From an optimization exercise on the open Yosys and OpenROAD flow, aimed at small area; shortcuts taken in it are not production practice. In this exercise RTL edits were held to simulation tests only and were not proved equivalent to the original.

==> job 8901: inputs <==
==> flow/design.v <==
module bitw_core (
    input  wire        clk,
    input  wire        rst,           
    input  wire        cmd_valid,
    output wire        cmd_ready,
    input  wire [2:0]  cmd_op,
    input  wire [7:0]  cmd_n,         
    input  wire [31:0] cmd_arg,       
    input  wire [31:0] cmd_num,       
    input  wire [31:0] cmd_den,       
    output wire        rsp_valid,
    output wire [2:0]  rsp_status,
    output wire [31:0] rsp_val,
    output wire [2:0]  rsp_nbytes,
    output wire [31:0] rsp_bytes
);
    localparam [3:0] S_ZAP   = 4'd0,    
                     S_IDLE  = 4'd1,
                     S_CMP   = 4'd2,    
                     S_MUL   = 4'd3,    
                     S_DIV   = 4'd4,    
                     S_FIN   = 4'd5,    
                     S_ASM   = 4'd6,    
                     S_REST  = 4'd7,    
                     S_RATE  = 4'd8,    
                     S_PRE   = 4'd9,    
                     S_PCMP  = 4'd10,   
                     S_CLR   = 4'd11,   
                     S_MAT   = 4'd12,   
                     S_RESP  = 4'd13,
                     S_UNMAT = 4'd14,   
                     S_CONV  = 4'd15;   
    reg [3:0]  st;
    reg [5:0]  cnt;
    reg [28:0] S, G;
    reg [2:0]  goff;        
    reg [30:0] NM;          
    reg [30:0] DN;          
    reg [31:0] H;
    reg [7:0]  cb;
    reg [2:0]  nb;
    reg        dflt;        
    reg        cs, cg, cv;  
    reg        cmpf;        
    reg        ck;          
    reg        asmd;        
    reg        post;        
    reg        sticky;
    reg        x;
    reg        fail, rate, g;
    reg        ini;         
    reg        mreg;        
    reg [1:0]  i0m1;
    reg [2:0]  i;
    wire isI = (cmd_op == 3'd0);
    wire isW = (cmd_op == 3'd1);
    wire isS = (cmd_op == 3'd2);
    wire isX = (cmd_op == 3'd3);
    wire isC = (cmd_op == 3'd4);
    wire isL = cmd_op[2] & (cmd_op[1] | cmd_op[0]);
    wire badn = (cmd_n[7:6] != 2'b00) | (cmd_n[5] & (cmd_n[4:0] != 5'd0));
    wire [5:0] neff = isW ? cmd_n[5:0] : 6'd0;
    wire [5:0] T    = {3'd0, nb} + neff;
    wire       e    = (nb != 3'd0);
    wire [2:0] k    = isW ? T[5:3] : (isX ? {2'b00, e} : 3'd0);
    wire [2:0] nbp  = isW ? T[2:0] : 3'd0;
    wire       ep   = (nbp != 3'd0);
    wire [3:0] delta = isW ? ({1'b0, k} + {3'd0, ep} - {3'd0, e}) : 4'd0;
    wire c0 = (cnt == 6'd0);
    wire serial = (cnt < 6'd29);
    wire [2:0] ln  = cnt[5] ? k : ((cnt[4:3] == 2'd0) ? 3'd3 : {1'b0, cnt[4:3] - 2'd1});
    wire [5:0] J   = {ln, ~cnt[2:0]};
    wire [5:0] idx = T - 6'd1 - J;
    reg  [4:0] aidx;
    always @(*) begin
        if (st == S_ASM) aidx = idx[4:0];
        else if (st == S_PRE || st == S_MUL || st == S_CONV) aidx = cnt[4:0];
        else aidx = 5'd0;
    end
    wire       abit = cmd_arg[aidx];
    wire J_lt_nb = (J[5:3] == 3'd0) && (J[2:0] < nb);
    wire J_lt_T  = (J < T);
    wire sbit    = J_lt_nb ? cb[0] : (J_lt_T ? abit : 1'b0);
    wire inj     = cnt[5] ? H[0] : ((ln < k) ? sbit : 1'b0);
    reg [3:0] Ks;
    always @(*) begin
        case (st)
        S_MUL:   Ks = {1'b0, i} - 4'd1 - {3'd0, e};
        S_ASM:   Ks = delta;
        S_REST:  Ks = asmd ? (4'd0 - delta) : 4'd0;
        S_MAT:   Ks = {1'b0, goff} - {3'd0, e};
        S_UNMAT: Ks = 4'd0 - {3'd0, e};
        default: Ks = 4'd0;
        endcase
    end
    wire [3:0] Kg = {1'b0, goff} - {1'b0, k};
    wire hi3  = cnt[5] | (cnt[4:2] != 3'd0) | (cnt[1:0] == 2'd3);
    wire Kst  = hi3 ? Ks[3] : Ks[cnt[1:0]];
    wire Kgt  = hi3 ? Kg[3] : Kg[cnt[1:0]];
    wire csin = c0 ? 1'b0 : cs;
    wire sadd = S[0] ^ Kst ^ csin;
    wire scout = (S[0] & Kst) | (S[0] & csin) | (Kst & csin);
    wire cgin = c0 ? 1'b0 : cg;
    wire gadd = G[0] ^ Kgt ^ cgin;
    wire gcout = (G[0] & Kgt) | (G[0] & cgin) | (Kgt & cgin);
    wire vx   = (st == S_UNMAT) ? ~sadd : ((st == S_CONV) ? ~abit : sadd);
    wire vy   = (st == S_ASM) ? gadd : G[0];
    wire cvin = c0 ? ((st == S_UNMAT) || (st == S_CONV)) : cv;
    wire vadd = vx ^ vy ^ cvin;
    wire vcout = (vx & vy) | (vx & cvin) | (vy & cvin);
    wire kb    = (cnt == 6'd28) | (c0 & ep);
    wire cmpin = c0 ? 1'b0 : cmpf;
    wire cmpn  = (~kb & vadd) | (~(kb ^ vadd) & cmpin);
    reg  useN, useD, agate, cin, divmode, qforce0;
    always @(*) begin
        useN = 1'b0; useD = 1'b0; agate = 1'b1; cin = 1'b0; divmode = 1'b0; qforce0 = 1'b0;
        case (st)
        S_MUL:  begin useN = mreg & ~c0; agate = c0; end
        S_PRE:  begin useN = mreg & ~c0; agate = c0; end
        S_DIV:  begin useD = 1'b1; agate = 1'b0; cin = 1'b1; divmode = 1'b1; qforce0 = c0; end
        S_PCMP: begin useD = 1'b1; agate = 1'b0; cin = sticky; end
        S_ASM:  begin agate = 1'b0; end
        S_RATE: case (cnt[2:0])
            3'd0: begin useD = 1'b1; cin = 1'b1; end
            3'd1: begin useN = 1'b1; end
            3'd2: begin divmode = 1'b1; qforce0 = 1'b1; agate = 1'b0; end
            3'd3: begin useD = 1'b1; agate = 1'b0; cin = post; end
            default: ;
            endcase
        default: ;
        endcase
    end
    wire [31:0] NUMSRC = ini ? cmd_num : (dflt ? 32'd1 : {1'b0, NM});
    wire [31:0] DENINV = ini ? ~cmd_den : (dflt ? ~32'd2 : {1'b1, DN});
    wire [31:0] A = agate ? 32'd0 : H;
    wire [31:0] B = useN ? NUMSRC : (useD ? DENINV : 32'd0);
    wire [32:0] ADD = {1'b0, A} + {1'b0, B} + {32'd0, cin};
    wire [31:0] sum  = ADD[31:0];
    wire        cout = ADD[32];
    wire        q    = cout & ~qforce0;
    wire [31:0] R    = q ? sum : H;
    wire        bin  = (st == S_DIV) ? G[28] : sticky;
    wire [4:0] gsm  = {2'b00, G[2:0]} + {2'b00, goff};
    wire       grow = (G[28:3] == 26'd0) && (gsm < {2'b00, i});
    wire       czero = (i == 3'd1) && (S[28:1] == 28'd0) && (S[0] == e);    
    wire       remnz = (H[31:1] != 31'd0);      
    always @(posedge clk) begin
        if (divmode) H <= {R[30:0], bin};
        else         H <= {(st == S_ASM) ? inj : cout, sum[31:1]};
        if (rst) begin
            st   <= S_ZAP;
            cnt  <= 6'd0;
            nb   <= 3'd0;
            goff <= 3'd0;
            dflt <= 1'b1;
        end else begin
            cnt  <= cnt + 6'd1;
            cs   <= scout;
            cg   <= gcout;
            cv   <= vcout;
            cmpf <= cmpn;
            mreg <= ini ? abit : sadd;    
            case (st)
            S_ZAP: begin
                if (serial) begin
                    S <= {1'b0, S[28:1]};
                    G <= {1'b0, G[28:1]};
                end
                if (cnt < 6'd8) cb <= {1'b0, cb[7:1]};
                if (cnt == 6'd28) st <= S_IDLE;
            end
            S_IDLE: begin
                cnt <= 6'd0;
                if (cmd_valid) begin
                    fail <= 1'b0; rate <= 1'b0; g <= 1'b0; i <= 3'd1; ini <= isI;
                    asmd <= 1'b0; post <= 1'b0;
                    if (isL || (isW && badn) || isS)
                        st <= S_RESP;
                    else if (isC)
                        st <= S_MAT;
                    else if (isW)
                        st <= (k == 3'd0) ? S_ASM : S_CMP;
                    else if (isX)
                        st <= e ? S_CMP : S_ASM;
                    else
                        st <= S_RATE;
                end
            end
            S_CMP: begin
                cnt <= 6'd0;
                if (grow && !g) begin g <= 1'b1; i0m1 <= i[1:0] - 2'd1; end
                if (grow && !czero)
                    st <= S_MUL;
                else begin
                    if (grow) goff <= 3'd1;      
                    if (i < k) i <= i + 3'd1;
                    else st <= S_ASM;
                end
            end
            S_MUL: begin
                if (serial) S <= {S[0], S[28:1]};
                if (!c0) G <= {sum[0], G[28:1]};
                if (cnt == 6'd29) begin st <= S_DIV; cnt <= 6'd0; end
            end
            S_DIV: begin
                G <= {G[27:0], q};
                if (c0 && cout) begin
                    fail <= 1'b1; st <= S_REST; cnt <= 6'd0;
                end else if (cnt == 6'd29)
                    st <= S_FIN;
            end
            S_FIN: begin
                cnt <= 6'd0;
                goff <= {1'b0, i[1:0] - 2'd1} + {2'b00, remnz};
                if (ini)
                    st <= S_CONV;
                else if (isW && i < k) begin
                    i <= i + 3'd1; st <= S_CMP;
                end else
                    st <= S_ASM;
            end
            S_ASM: begin
                if (serial) begin
                    S <= {sadd, S[28:1]};
                    G <= {isX ? 1'b0 : gadd, G[28:1]};
                end
                if (cnt == 6'd28) ck <= cmpn | vcout;
                if (cnt[5] && !ck)
                    cb <= {sbit, cb[7:1]};
                else if (cnt[5:3] == 3'd1)
                    cb <= {cb[0], cb[7:1]};
                if (cnt == 6'd39) begin
                    goff <= 3'd0;
                    cnt <= 6'd0;
                    if (ck) begin fail <= 1'b1; asmd <= 1'b1; st <= S_REST; end
                    else st <= S_RESP;
                end
            end
            S_REST: begin
                if (serial) begin
                    S <= {sadd, S[28:1]};
                    G <= {(c0 & i0m1[0]) | ((cnt == 6'd1) & i0m1[1]), G[28:1]};
                end
                goff <= 3'd0;
                if (cnt == 6'd28) st <= S_RESP;
            end
            S_RATE: begin
                if (cnt[2:0] == 3'd0) x <= cout;           
                if (cnt[2:0] == 3'd1) sticky <= sum[0];    
                if (cnt[2:0] == 3'd3) begin
                    if (post) begin
                        NM <= sum[30:0]; DN <= ~cmd_den[30:0]; dflt <= 1'b0;
                    end else
                        x <= x | ~cout | cmd_num[31];      
                end
                if (cnt[2:0] == 3'd4) begin
                    cnt <= 6'd0;
                    if (post) st <= S_RESP;
                    else if (x) begin rate <= 1'b1; st <= S_RESP; end
                    else if (cmd_arg[31:28] != 4'd0) begin fail <= 1'b1; st <= S_RESP; end
                    else st <= S_PRE;
                end
            end
            S_PRE: begin
                sticky <= ((cnt == 6'd1) ? 1'b0 : sticky) | sum[0];
                if (cnt == 6'd28) begin st <= S_PCMP; cnt <= 6'd0; end
            end
            S_PCMP: begin
                cnt <= 6'd0;
                if (cout) begin fail <= 1'b1; st <= S_CLR; end
                else st <= S_MUL;
            end
            S_CLR: st <= S_RESP;
            S_MAT: begin
                if (serial) begin
                    S <= {S[0], S[28:1]};
                    G <= {vadd, G[28:1]};
                end
                if (cnt == 6'd28) begin goff <= 3'd0; st <= S_RESP; end
            end
            S_UNMAT: begin
                if (serial) begin
                    S <= {S[0], S[28:1]};
                    G <= {vadd, G[28:1]};
                end
                if (cnt == 6'd28) st <= S_IDLE;
            end
            S_CONV: begin
                if (serial) begin
                    S <= {abit, S[28:1]};
                    G <= {vadd, G[28:1]};
                end
                if (cnt < 6'd8) cb <= {1'b0, cb[7:1]};
                if (cnt == 6'd28) begin st <= S_RATE; post <= 1'b1; cnt <= 6'd0; end
            end
            S_RESP: begin
                cnt <= 6'd0;
                st <= (isC && !rate && !fail) ? S_UNMAT : S_IDLE;
                if (!fail && !rate && (isW || isX || isI) && !(isW && badn))
                    nb <= nbp;
            end
            default: st <= S_IDLE;
            endcase
        end
    end
    wire resp = (st == S_RESP);
    wire ok   = !isL && !(isW && badn) && !rate && !fail;
    wire selS = ok & (isS | isX);
    wire selG = ok & isC;
    assign cmd_ready  = resp;
    assign rsp_valid  = resp & cmd_valid;
    assign rsp_status = isL ? 3'd5 : (isW && badn) ? 3'd3 : rate ? 3'd1 : fail ? 3'd4 : 3'd0;
    assign rsp_val    = {3'd0, ({29{selS}} & S) | ({29{selG}} & G)};
    assign rsp_nbytes = ok ? k : 3'd0;
    assign rsp_bytes  = H;
endmodule
==> flow/flow/run.sh <==
#!/bin/bash
# The standard layout (standard.sh), changed only in how cells are chosen.
# The design, constraints, floorplan, power grid, placement and routing steps
# are the standard flow's.
#  * Synthesis runs the standard flow's own synthesis script (synth_recipe.tcl), except
#    that Yosys's abc pass gets an area-oriented ABC script (abc_area.script)
#    instead of ORFS's speed script, and ORFS's full-adder extraction is
#    skipped (ADDER_MAP_FILE empty), so ABC maps the adders too.  The
#    registers are those of the standard synthesis.
#  * buffer_ports buffers every input and output port with a buf_1 cell.
#  * Clock tree synthesis gets the options in cts_args: clkbuf_8 buffers and
#    no dummy loads.
# Each tool's output goes to a log file in this folder (synth.log for the
# synthesis, layout.log for the rest) as well as to ORFS's per-step logs.
set -euo pipefail
work=$(pwd)
fl=$work/flow

# synth_recipe.tcl with the abc pass redirected to our ABC script
{
  head -n 1 synth_recipe.tcl
  cat <<TCL
proc abc {args} {
  set i [lsearch -exact \$args -script]
  if {\$i >= 0} { lset args [expr {\$i + 1}] {$fl/abc_area.script} }
  yosys abc {*}\$args
}
TCL
  tail -n +2 synth_recipe.tcl
} > synth_area.tcl

# the standard command, synthesis only, with that script and no adder extraction
sed -E "s#SYNTH_SCRIPT=[^ ]+#SYNTH_SCRIPT=$work/synth_area.tcl#" standard.sh > standard_area.sh
bash standard_area.sh ADDER_MAP_FILE= synth > synth.log 2>&1

# the rest of the standard flow; synthesis is up to date and is not rerun
cts=()
if [[ -f $fl/cts_args ]]; then cts=("CTS_ARGS=$(cat "$fl/cts_args")"); fi
bash standard.sh BUFFER_PORTS_ARGS="-buffer_cell sky130_fd_sc_hd__buf_1" "${cts[@]}" finish > layout.log 2>&1
==> flow/flow/abc_area.script <==
strash
ifraig
dc2
dch -f
amap -m
topo
stime -c
==> flow/flow/cts_args <==
-sink_clustering_enable -repair_clock_nets -buf_list sky130_fd_sc_hd__clkbuf_8 -dont_use_dummy_load
==> flow/standard.sh <==
#!/bin/bash
# synth_recipe.tcl (not shown) runs the flow's synth.tcl, then flattens the netlist and writes it again
# the make line also repeats each setting of config.mk as NAME=value (left out here)
make -C /OpenROAD-flow-scripts/flow DESIGN_CONFIG=/design/flow/config.mk WORK_HOME=/design/flow/orfs CLKGATE_MAP_FILE= SYNTH_SCRIPT=/design/flow/synth_recipe.tcl "${@:-finish}"
==> flow/config.mk <==
export PLATFORM = sky130hd
export DESIGN_NAME = bitw_core
export DESIGN_NICKNAME = bitw_core
export VERILOG_FILES = /design/flow/design.v
export SDC_FILE = /design/flow/constraint.sdc
export NUM_CORES = 4
export LEC_CHECK = 0
export CAP_MARGIN = 20
export CORE_MARGIN = 2
export CORE_UTILIZATION = 55
export SLEW_MARGIN = 20
==> flow/constraint.sdc <==
create_clock -name core_clock -period 8.0 [get_ports {clk}]
set_input_delay 1.6000 -clock core_clock [delete_from_list [all_inputs] [get_ports {clk}]]
set_output_delay 1.6000 -clock core_clock [all_outputs]
set_load 0.01 [all_outputs]
==> job 542 (differences from job 8901) <==
==> flow/flow/run.sh (replaced) <==
#!/bin/bash
# The standard layout (standard.sh) with two changes that only affect how
# the cells are chosen:
#  * synthesis is the standard flow's own synthesis script, with Yosys's abc pass given an
#    area-oriented ABC script (abc_area.script) instead of ORFS's speed script;
#  * the port buffers that buffer_ports inserts are buf_1 cells.
# Each tool's output goes to a log file in this folder (and ORFS's own logs).
set -euo pipefail
work=$(pwd)
fl=$work/flow

# synth_recipe.tcl with the abc pass redirected to our ABC script
{
  head -n 1 synth_recipe.tcl
  cat <<TCL
proc abc {args} {
  set i [lsearch -exact \$args -script]
  if {\$i >= 0} { lset args [expr {\$i + 1}] {$fl/abc_area.script} }
  yosys abc {*}\$args
}
TCL
  tail -n +2 synth_recipe.tcl
} > synth_area.tcl

# the standard command, synthesis only, with our synthesis script
sed -E "s#SYNTH_SCRIPT=[^ ]+#SYNTH_SCRIPT=$work/synth_area.tcl#" standard.sh > standard_area.sh
bash standard_area.sh synth > synth.log 2>&1

# the rest of the standard flow; synthesis is up to date and not rerun
# clock tree options, if the version gives them (flow/cts_args)
cts=()
if [[ -f $fl/cts_args ]]; then cts=("CTS_ARGS=$(cat "$fl/cts_args")"); fi
bash standard.sh BUFFER_PORTS_ARGS="-buffer_cell sky130_fd_sc_hd__buf_1" "${cts[@]}" finish > layout.log 2>&1
==> flow/flow/abc_area.script (replaced) <==
strash
&get -n
&fraig -x
&put
scorr
dc2
strash
&get -n
&dch -f
&nf -R 1000
&put
strash
&get -n
&dch -f
&nf -R 1000
&put
topo
stime -c
==> flow/flow/cts_args (replaced) <==
-sink_clustering_enable -repair_clock_nets -buf_list sky130_fd_sc_hd__clkbuf_16 -dont_use_dummy_load
--- a/flow/config.mk
+++ b/flow/config.mk
@@ -8,4 +8,5 @@
 export CAP_MARGIN = 20
 export CORE_MARGIN = 2
-export CORE_UTILIZATION = 55
+export CORE_UTILIZATION = 40
+export GPL_TIMING_DRIVEN = 0
 export SLEW_MARGIN = 20
==> job 1644 (differences from job 8901) <==
==> flow/flow/run.sh (replaced) <==
#!/bin/bash
# The standard layout (standard.sh) with two changes that only affect how
# the cells are chosen:
#  * synthesis is the standard flow's own synthesis script, with Yosys's abc pass given an
#    area-oriented ABC script (abc_area.script) instead of ORFS's speed script;
#  * the port buffers that buffer_ports inserts are buf_1 cells.
# Each tool's output goes to a log file in this folder (and ORFS's own logs).
set -euo pipefail
work=$(pwd)
fl=$work/flow

# synth_recipe.tcl with the abc pass redirected to our ABC script
{
  head -n 1 synth_recipe.tcl
  cat <<TCL
proc abc {args} {
  set i [lsearch -exact \$args -script]
  if {\$i >= 0} { lset args [expr {\$i + 1}] {$fl/abc_area.script} }
  yosys abc {*}\$args
}
TCL
  tail -n +2 synth_recipe.tcl
} > synth_area.tcl

# the standard command, synthesis only, with our synthesis script
sed -E "s#SYNTH_SCRIPT=[^ ]+#SYNTH_SCRIPT=$work/synth_area.tcl#" standard.sh > standard_area.sh
bash standard_area.sh synth > synth.log 2>&1

# the rest of the standard flow; synthesis is up to date and not rerun
# clock tree options, if the version gives them (flow/cts_args)
cts=()
if [[ -f $fl/cts_args ]]; then cts=("CTS_ARGS=$(cat "$fl/cts_args")"); fi
bash standard.sh BUFFER_PORTS_ARGS="-buffer_cell sky130_fd_sc_hd__buf_1" "${cts[@]}" finish > layout.log 2>&1
==> flow/flow/abc_area.script (replaced) <==
strash
&get -n
&fraig -x
&put
scorr
dc2
strash
&get -n
&dch -f
&nf -R 1000
&put
strash
&get -n
&dch -f
&nf -R 1000
&put
topo
stime -c
--- a/flow/config.mk
+++ b/flow/config.mk
@@ -8,4 +8,4 @@
 export CAP_MARGIN = 20
 export CORE_MARGIN = 2
-export CORE_UTILIZATION = 55
+export CORE_UTILIZATION = 75
 export SLEW_MARGIN = 20
==> run_results.csv <==
group,metric,value,unit
run_status,outcome,"timing/DRC/antenna clean",
global_route,grt_pass1_wl,55900,um
synthesis,synth.area.top_cells,"edfxtp_1 38%, dfxtp_1 8.5%, o22ai_1 8.1%",
synthesis,synth_common_cells,"225 x nor2_1, 200 x clkinv_1, 149 x o22ai_1, 147 x edfxtp_1, 115 x nand2_1",
synthesis,synth-xor-area-share,0.000762,
synthesis,seq_area_frac_synth,0.469,
placed_design,dpl.cell_count,1872,
sta,rsz0062_at_grt,"no",
placed_design,gp_congestion,0.970,
placed_design,dpl_cell_area,12800,um^2
detailed_routing,drt-wirelength-per-cell,18.7,um
power_and_ir_drop,p_int,2.17,mW
synthesis,synthMuxAreaShare,0,
That was job 8901.
==> run_results.csv <==
group,metric,value,unit
run_status,outcome,"timing/DRC/antenna clean",
placed_design,dpl_cell_area,13500,um^2
placed_design,gp_congestion,0.958,
synthesis,synthMuxAreaShare,0.0167,
synthesis,seq_area_frac_synth,0.450,
synthesis,synth_common_cells,"185 x nor2_1, 147 x edfxtp_1, 111 x nand2_1, 111 x o21ai_0, 86 x a21oi_1",
synthesis,synth-xor-area-share,0.0336,
global_route,grt_pass1_wl,56600,um
detailed_routing,drt-wirelength-per-cell,19.7,um
power_and_ir_drop,p_int,2.48,mW
That was job 542.
==> run_results.csv <==
group,metric,value,unit
synthesis,synth_common_cells,"185 x nor2_1, 147 x edfxtp_1, 111 x nand2_1, 111 x o21ai_0, 86 x a21oi_1",
setup_path,critPathMaxStageDelay,0.42,ns
detailed_routing,drt-wirelength-per-cell,21.4,um
synthesis,synth-xor-area-share,0.0336,
detailed_routing,top_layer,"met4",
synthesis,synth.area.top_cells,"edfxtp_1 37%, ha_1 8.2%, dfxtp_1 8.2%",
synthesis,synthMuxAreaShare,0.0167,
placed_design,gp_congestion,1.13,
synthesis,synth-edff-count,147,
placed_design,dpl_cell_area,13300,um^2
run_status,outcome,"timing/DRC/antenna clean",
synthesis,seq_area_frac_synth,0.450,
global_route,grt_pass1_wl,54400,um
placed_design,dpl.cell_count,1704,
floorplanning,core,15800,um^2
That was job 1644.

[what the ideal ports hide]
Ports are ideal in the flow. The routed layouts listed here were re-timed in OpenROAD. Step 1, drivers: a clkbuf_16 drives clk and a buf_2 each remaining input, both assumed. Step 2 moves the port delays by t, midway between the first and last clock arrival at a register: inputs arrive t later, outputs are due t later. That takes back most of the time a late clock gives input paths. a / b / c = no drivers / after step 1 / after step 2; a / b = the first two.
| run | t, ns | setup WS [ns] | clock arrival spread, ns | worst data-port slew with drivers (ns) | pins driven straight from the clock port |
|---|---|---|---|---|---|
| job 8901 | 0.505 | 0.754 / 0.777 / 0.272 | 0.053 / 0.052 | 0.04 | 1 |
| job 542 | 0.481 | 0.262 / 0.289 / -0.192 | 0.024 / 0.025 | 0.08 | 1 |
| job 1644 | 0.522 | 0.344 / 0.344 / -0.091 | 0.049 / 0.049 | 0.06 | 1 |
Met with ideal ports but missed after step 2: setup timing in job 542 and job 1644. For job 8901, which loses most, drivers alone change the setup slack by +0.023 ns; drivers and shift together by -0.482 ns.
